This design comes from an exercise in tuning for small area, a short achievable clock period and few clock cycles on the open sky130 flow, not from production work. At most, simulation tests tie the RTL to the original design; equivalence was not proved.

## raven
==> flow/design.v <==
module ash_rx (
    input  wire       clk,
    input  wire       rst,
    input  wire       in_valid,
    input  wire [7:0] in_byte,
    output wire       in_ready,
    output wire       out_valid,
    input  wire       out_ready,
    output wire [4:0] out_tag,
    output wire [7:0] out_data,
    output wire       out_last
);
    localparam integer N    = 128;         
    localparam integer RS   = 16;          
    localparam integer RSB  = 4;           
    localparam integer WS   = 16;          
    localparam integer WSB  = 4;           
    localparam integer NWT  = N / WS;
    localparam integer D    = 8;           
    localparam integer DB   = 3;           
    localparam [7:0] FLAG = 8'h7E, ESC = 8'h7D, XON = 8'h11, XOFF = 8'h13,
                     SUB  = 8'h18, CAN = 8'h1A;
    localparam [3:0] C_GOOD = 4'd0, C_BAD_ESCAPE = 4'd1, C_SHORT = 4'd2,
                     C_CRC = 4'd3, C_UNKNOWN = 4'd4, C_BAD_LENGTH = 4'd5,
                     C_BAD_VERSION = 4'd6, C_CANCEL = 4'd7, C_SUB = 4'd8,
                     C_XON = 4'd9, C_XOFF = 4'd10, C_OVERFLOW = 4'd11,
                     C_GOOD_FULL = 4'd15;
    localparam [4:0] T_BODY = 5'h07;
    function automatic is_reserved(input [7:0] b);
        is_reserved = (b == FLAG) || (b == ESC) || (b == XON) ||
                      (b == XOFF) || (b == SUB) || (b == CAN);
    endfunction
    function automatic [15:0] crc16_byte(input [15:0] c_in, input [7:0] b);
        integer k;
        reg [15:0] c;
        begin
            c = c_in ^ {b, 8'h00};
            for (k = 0; k < 8; k = k + 1)
                c = c[15] ? ((c << 1) ^ 16'h1021) : (c << 1);
            crc16_byte = c;
        end
    endfunction
    function automatic [7:0] lfsr_step(input [7:0] r);
        lfsr_step = (r >> 1) ^ (r[0] ? 8'hB8 : 8'h00);
    endfunction
    function automatic [4:0] hdr_tag(input [7:0] c);
        if (!c[7])                 hdr_tag = 5'h01;
        else if (c[6:5] == 2'b00)  hdr_tag = 5'h02;
        else if (c[6:5] == 2'b01)  hdr_tag = 5'h03;
        else if (c[1:0] == 2'b00)  hdr_tag = 5'h04;
        else if (c[1:0] == 2'b01)  hdr_tag = 5'h05;
        else                       hdr_tag = 5'h06;
    endfunction
    reg [7:0] ring [0:N-1];
    reg        pv, sv;
    reg [7:0]  pb, sb;
    reg        b_flag, b_can, b_sub, b_xo, b_esc, is_data;    
    reg        discard;
    reg        in_frame;        
    reg [7:0]  cnt;             
    reg [6:0]  wpos;            
    reg [7:0]  occ;             
    reg        esc_pend, esc_err;
    reg [2:0]  ulen;            
    reg [15:0] crc;
    reg        crc_ok;          
    reg        k_data, k_hdr, k_rstack, k_error;    
    reg        u1ok;            
    reg [3:0]  q_ent [0:D-1];
    reg [DB:0] q_wp, q_rp;      
    reg        hv;              
    reg [3:0]  h_code;
    reg        h_good;
    reg        rbusy;           
    reg        rfull;           
    reg [6:0]  rpos;            
    reg [7:0]  rb;              
    reg        rb_mark, rb_esc;
    reg [7:0]  rwalk;           
    reg        resc;
    reg [1:0]  uj;              
    reg [7:0]  d1, d2, d3;      
    reg        hdr;             
    reg        scr;             
    reg [7:0]  lfsr;
    reg        av, bv;
    reg [4:0]  atag, btag;
    reg [7:0]  adata, bdata;
    reg        alast, blast;
    assign in_ready  = !sv;
    assign out_valid = av;
    assign out_tag   = atag;
    assign out_data  = adata;
    assign out_last  = alast;
    wire [7:0] nb       = sv ? sb : in_byte;      
    wire       full     = cnt[7];
    wire [7:0]  unesc   = pb ^ 8'h20;
    wire        u_valid = !esc_err && (esc_pend ? is_reserved(unesc) : !b_esc);
    wire [7:0]  u_byte  = esc_pend ? unesc : pb;
    wire [15:0] crc_nx  = crc16_byte(crc, u_byte);
    wire        esc_bad = esc_err || esc_pend;
    wire        f_good  = !esc_bad && crc_ok && (ulen >= 3'd3) &&
                          (k_data || (k_hdr && ulen == 3'd3) ||
                           ((k_rstack && u1ok || k_error) && ulen == 3'd5));
    wire [3:0]  fcode   = esc_bad              ? C_BAD_ESCAPE :
                          (ulen < 3'd3)        ? C_SHORT :
                          !crc_ok              ? C_CRC :
                          k_data               ? C_GOOD :
                          k_hdr                ? ((ulen == 3'd3) ? C_GOOD : C_BAD_LENGTH) :
                          (k_rstack || k_error) ? ((ulen != 3'd5) ? C_BAD_LENGTH :
                                                   (k_rstack && !u1ok) ? C_BAD_VERSION : C_GOOD) :
                                                  C_UNKNOWN;
    wire        aligned  = wpos[WSB-1:0] == 0;
    wire        slot_ok  = aligned && !occ[7];
    wire        q_room   = (q_wp[DB-1:0] != q_rp[DB-1:0]) || (q_wp[DB] == q_rp[DB]);
    wire        need_slot = !discard && ((is_data && !full) ||
                                         (b_flag && in_frame && !full && f_good));
    wire        need_q   = !discard && ((b_flag && in_frame) || b_can || b_sub ||
                                        b_xo || (is_data && full));
    wire        go       = pv && (!need_slot || slot_ok) && (!need_q || q_room);
    wire        live     = go && !discard;
    wire        ev_flag  = live && b_flag && in_frame;
    wire        ev_drop  = live && (b_can || b_sub || (is_data && full) ||
                                    (b_flag && in_frame && !f_good));
    wire        ev_app   = live && is_data && !full;
    wire        wr       = live && need_slot;
    wire        push     = live && need_q;
    wire [3:0]  push_code = b_flag ? ((full && f_good) ? C_GOOD_FULL : fcode) :
                            b_can  ? C_CANCEL :
                            b_sub  ? C_SUB :
                            b_xo   ? (pb[1] ? C_XOFF : C_XON) :
                                     C_OVERFLOW;
    wire [NWT-1:0] wtap = {{(NWT-1){1'b0}}, 1'b1} << wpos[6:WSB];
    wire        space   = !bv;
    wire        q_empty = q_wp == q_rp;
    wire        rhit    = rpos[RSB-1:0] == 0;
    wire        r_vend  = rfull && rwalk[7];            
    wire        rstep   = rbusy && space && (r_vend || rhit);
    wire        r_end   = r_vend || rb_mark;
    wire        r_escb  = !resc && rb_esc;
    wire [7:0]  r_u     = resc ? (rb ^ 8'h20) : rb;
    wire        r_emit  = rstep && (r_end || (!r_escb && (uj == 2'd3)));
    wire        r_adv   = rstep && !r_vend;             
    wire        pop_idle  = !rbusy && hv && space;
    wire        pop_chain = rstep && r_end && hv && h_good;
    wire        pop = pop_idle || pop_chain;
    wire        e_diag  = pop_idle && !h_good;
    wire        ev      = r_emit || e_diag;
    wire [4:0]  etag    = e_diag ? ({1'b0, h_code} + 5'd7) :
                          hdr    ? hdr_tag(d3) : T_BODY;
    wire [7:0]  edata   = e_diag ? 8'h00 :
                          hdr    ? d3 : (d3 ^ (scr ? lfsr : 8'h00));
    wire        elast   = e_diag || r_end;
    wire        h_load  = !hv || pop;
    wire [7:0]  rpre    = ring[{rpos[6:RSB], {(RSB-1){1'b0}}, 1'b1}];
    wire [7:0]  occ_dr  = occ - cnt;
    wire [7:0]  occ_n   = ev_drop ? (r_adv ? occ_dr - 8'd1 : occ_dr) :
                          wr      ? (r_adv ? occ : occ + 8'd1) :
                                    (r_adv ? occ - 8'd1 : occ);
    wire [6:0]  wpos_n  = ev_drop ? (wpos - cnt[6:0] - 7'd1) :
                          wr      ? wpos : (wpos - 7'd1);
    integer i;
    always @(posedge clk) begin
        for (i = 0; i < N; i = i + 1) begin
            if ((i % WS) == WS - 1 && wr && wtap[((i + 1) % N) / WS])
                ring[i] <= pb;
            else
                ring[i] <= ring[(i + 1) % N];
        end
        if (push && !(h_load && q_empty))
            q_ent[q_wp[DB-1:0]] <= push_code;
        if (h_load) begin
            h_code <= q_empty ? push_code : q_ent[q_rp[DB-1:0]];
            h_good <= q_empty ? (push_code == C_GOOD || push_code == C_GOOD_FULL)
                              : (q_ent[q_rp[DB-1:0]] == C_GOOD ||
                                 q_ent[q_rp[DB-1:0]] == C_GOOD_FULL);
        end
        if (!pv || go) begin
            pb      <= nb;
            b_flag  <= nb == FLAG;
            b_can   <= nb == CAN;
            b_sub   <= nb == SUB;
            b_xo    <= (nb == XON) || (nb == XOFF);
            b_esc   <= nb == ESC;
            is_data <= !((nb == FLAG) || (nb == CAN) || (nb == SUB) ||
                         (nb == XON) || (nb == XOFF));
        end
        if (!sv)
            sb <= in_byte;
        rb      <= rpre;
        rb_mark <= rpre == FLAG;
        rb_esc  <= rpre == ESC;
    end
    always @(posedge clk) begin
        if (rst) begin
            pv       <= 1'b0;
            sv       <= 1'b0;
            discard  <= 1'b0;
            in_frame <= 1'b0;
            cnt      <= 8'd0;
            wpos     <= 7'd0;
            occ      <= 8'd0;
            esc_pend <= 1'b0;
            esc_err  <= 1'b0;
            ulen     <= 3'd0;
            crc      <= 16'hFFFF;
            crc_ok   <= 1'b0;
            k_data   <= 1'b0;
            k_hdr    <= 1'b0;
            k_rstack <= 1'b0;
            k_error  <= 1'b0;
            u1ok     <= 1'b0;
            q_wp     <= 0;
            q_rp     <= 0;
            hv       <= 1'b0;
            rbusy    <= 1'b0;
            rfull    <= 1'b0;
            rpos     <= 7'd0;
            rwalk    <= 8'd0;
            resc     <= 1'b0;
            uj       <= 2'd0;
            d1       <= 8'd0;
            d2       <= 8'd0;
            d3       <= 8'd0;
            hdr      <= 1'b0;
            scr      <= 1'b0;
            lfsr     <= 8'h42;
            av       <= 1'b0;
            atag     <= 5'd0;
            adata    <= 8'd0;
            alast    <= 1'b0;
            bv       <= 1'b0;
            btag     <= 5'd0;
            bdata    <= 8'd0;
            blast    <= 1'b0;
        end else begin
            if (!pv || go) begin
                pv <= sv || in_valid;
                sv <= 1'b0;
            end else if (!sv)
                sv <= in_valid;
            if (go && discard) begin
                if (b_flag) discard <= 1'b0;
            end
            if (ev_flag || ev_drop) begin
                in_frame <= 1'b0;
                cnt      <= 8'd0;
                esc_pend <= 1'b0;
                esc_err  <= 1'b0;
                ulen     <= 3'd0;
                crc      <= 16'hFFFF;
                crc_ok   <= 1'b0;
                if (ev_drop && !b_flag && !b_can) discard <= 1'b1;
            end else if (ev_app) begin
                in_frame <= 1'b1;
                cnt      <= cnt + 8'd1;
                if (!esc_err) begin
                    if (esc_pend) begin
                        esc_pend <= 1'b0;
                        if (!u_valid) esc_err <= 1'b1;
                    end else if (b_esc)
                        esc_pend <= 1'b1;
                end
                if (u_valid) begin
                    if (ulen == 3'd0) begin
                        k_data   <= !u_byte[7];
                        k_hdr    <= u_byte[7] && (!u_byte[6] || u_byte == 8'hC0);
                        k_rstack <= u_byte == 8'hC1;
                        k_error  <= u_byte == 8'hC2;
                    end
                    if (ulen == 3'd1) u1ok <= (u_byte == 8'h02);
                    if (ulen != 3'd6) ulen <= ulen + 3'd1;
                    crc    <= crc_nx;
                    crc_ok <= crc_nx == 16'h0000;
                end
            end
            wpos <= wpos_n;
            occ  <= occ_n;
            if (push && !(h_load && q_empty))
                q_wp <= q_wp + 1'b1;
            if (h_load) begin
                hv <= !q_empty || push;
                if (!q_empty)
                    q_rp <= q_rp + 1'b1;
            end
            if (!av || out_ready) begin
                av    <= bv || ev;
                atag  <= bv ? btag  : etag;
                adata <= bv ? bdata : edata;
                alast <= bv ? blast : elast;
                bv    <= 1'b0;
            end else if (ev) begin
                bv    <= 1'b1;
                btag  <= etag;
                bdata <= edata;
                blast <= elast;
            end
            if (r_emit) begin
                if (hdr) begin
                    hdr <= 1'b0;
                    scr <= !d3[7];
                end else
                    lfsr <= lfsr_step(lfsr);
            end
            if (!r_adv)
                rpos <= rpos - 7'd1;
            if (pop) begin
                rbusy <= h_good;
                rfull <= h_code == C_GOOD_FULL;
                rwalk <= 8'd0;
                resc  <= 1'b0;
                uj    <= 2'd0;
                hdr   <= 1'b1;
                lfsr  <= 8'h42;
            end else if (rstep) begin
                if (r_end)
                    rbusy <= 1'b0;
                else begin
                    rwalk <= rwalk + 8'd1;
                    if (r_escb)
                        resc <= 1'b1;
                    else begin
                        resc <= 1'b0;
                        d1   <= r_u;
                        d2   <= d1;
                        d3   <= d2;
                        if (uj != 2'd3) uj <= uj + 2'd1;
                    end
                end
            end
        end
    end
endmodule
Settings: LEC_CHECK=0, CAP_MARGIN=20, CORE_MARGIN=2, CORE_UTILIZATION=40, SETUP_SLACK_MARGIN=5, SLEW_MARGIN=20; clock period 8.0 ns.
run.sh (not shown) runs the stock make flow with config.mk's settings and CLKGATE_MAP_FILE= SYNTH_SCRIPT=/design/flow/synth_recipe.tcl, a recipe that flattens the netlist after the stock synthesis.
Testbench counts of raven, summed over its fixed seeds: cycles 10,103.
For garnet, these inputs were changed with respect to raven:
--- a/flow/design.v
+++ b/flow/design.v
@@ -53,9 +53,8 @@
     endfunction
     reg [7:0] ring [0:N-1];
     reg        pv, sv;
     reg [7:0]  pb, sb;
-    reg        b_flag, b_can, b_sub, b_xo, b_esc, is_data;    
     reg        discard;
     reg        in_frame;        
     reg [7:0]  cnt;             
     reg [6:0]  wpos;            
@@ -91,9 +90,14 @@
     assign out_valid = av;
     assign out_tag   = atag;
     assign out_data  = adata;
     assign out_last  = alast;
-    wire [7:0] nb       = sv ? sb : in_byte;      
+    wire       b_flag   = pb == FLAG;
+    wire       b_can    = pb == CAN;
+    wire       b_sub    = pb == SUB;
+    wire       b_xo     = (pb == XON) || (pb == XOFF);
+    wire       b_esc    = pb == ESC;
+    wire       is_data  = !(b_flag || b_can || b_sub || b_xo);
     wire       full     = cnt[7];
     wire [7:0]  unesc   = pb ^ 8'h20;
     wire        u_valid = !esc_err && (esc_pend ? is_reserved(unesc) : !b_esc);
     wire [7:0]  u_byte  = esc_pend ? unesc : pb;
@@ -174,18 +178,10 @@
             h_good <= q_empty ? (push_code == C_GOOD || push_code == C_GOOD_FULL)
                               : (q_ent[q_rp[DB-1:0]] == C_GOOD ||
                                  q_ent[q_rp[DB-1:0]] == C_GOOD_FULL);
         end
-        if (!pv || go) begin
-            pb      <= nb;
-            b_flag  <= nb == FLAG;
-            b_can   <= nb == CAN;
-            b_sub   <= nb == SUB;
-            b_xo    <= (nb == XON) || (nb == XOFF);
-            b_esc   <= nb == ESC;
-            is_data <= !((nb == FLAG) || (nb == CAN) || (nb == SUB) ||
-                         (nb == XON) || (nb == XOFF));
-        end
+        if (!pv || go)
+            pb <= sv ? sb : in_byte;
         if (!sv)
             sb <= in_byte;
         rb      <= rpre;
         rb_mark <= rpre == FLAG;
### Flow results
The flip-flop and latch count number comes out higher for raven vs garnet.
The more densely filled core belongs to garnet, not raven.
Going from raven to garnet, number of logic stages on the critical path including buffering now smaller, final critical delay including setup and external delays increased 0.39 ns, mean instance size in the synthesized netlist down about 0.5%.
Number of tap cells added at floorplan: raven and garnet compared, lower one is garnet
| layout overhead on the synthesized area | higher: garnet |
Compared with raven, garnet shows global-route wire length before repair that has gone up by a few percent.
Sort raven and garnet by die outline width desc -> top: raven
Function not checked in garnet: the RTL went through the layout flow alone.

-- re-timing with driven ports --
The results above use ideal ports. As a check the final layouts listed here were re-extracted and re-timed, cells and wires unchanged. Step 1 sets driving cells, clkbuf_16 on the clock port and buf_2 on the other inputs (assumed; they add their load-dependent delay and slew). Step 2 times the ports against the registers' clock, not the clock port: input delays grow and output delays shrink by t, the midpoint of the rising clock arrivals with the driver on. Three values: ideal ports, drivers, drivers and shift; two values: the first two.
| run | shift t [ns] | slack for setup (ns) | worst data-port slew with drivers (ns) |
|---|---|---|---|
| raven | 0.716 | 5.018 / 5.018 / 4.634 | 0.09 |
| garnet | 0.720 | 4.632 / 4.632 / 4.566 | 0.05 |
After both steps setup and hold are still met in every run listed. The setup slack of raven, which loses most, moves by 0.000 ns with the drivers and by -0.384 ns with both steps.
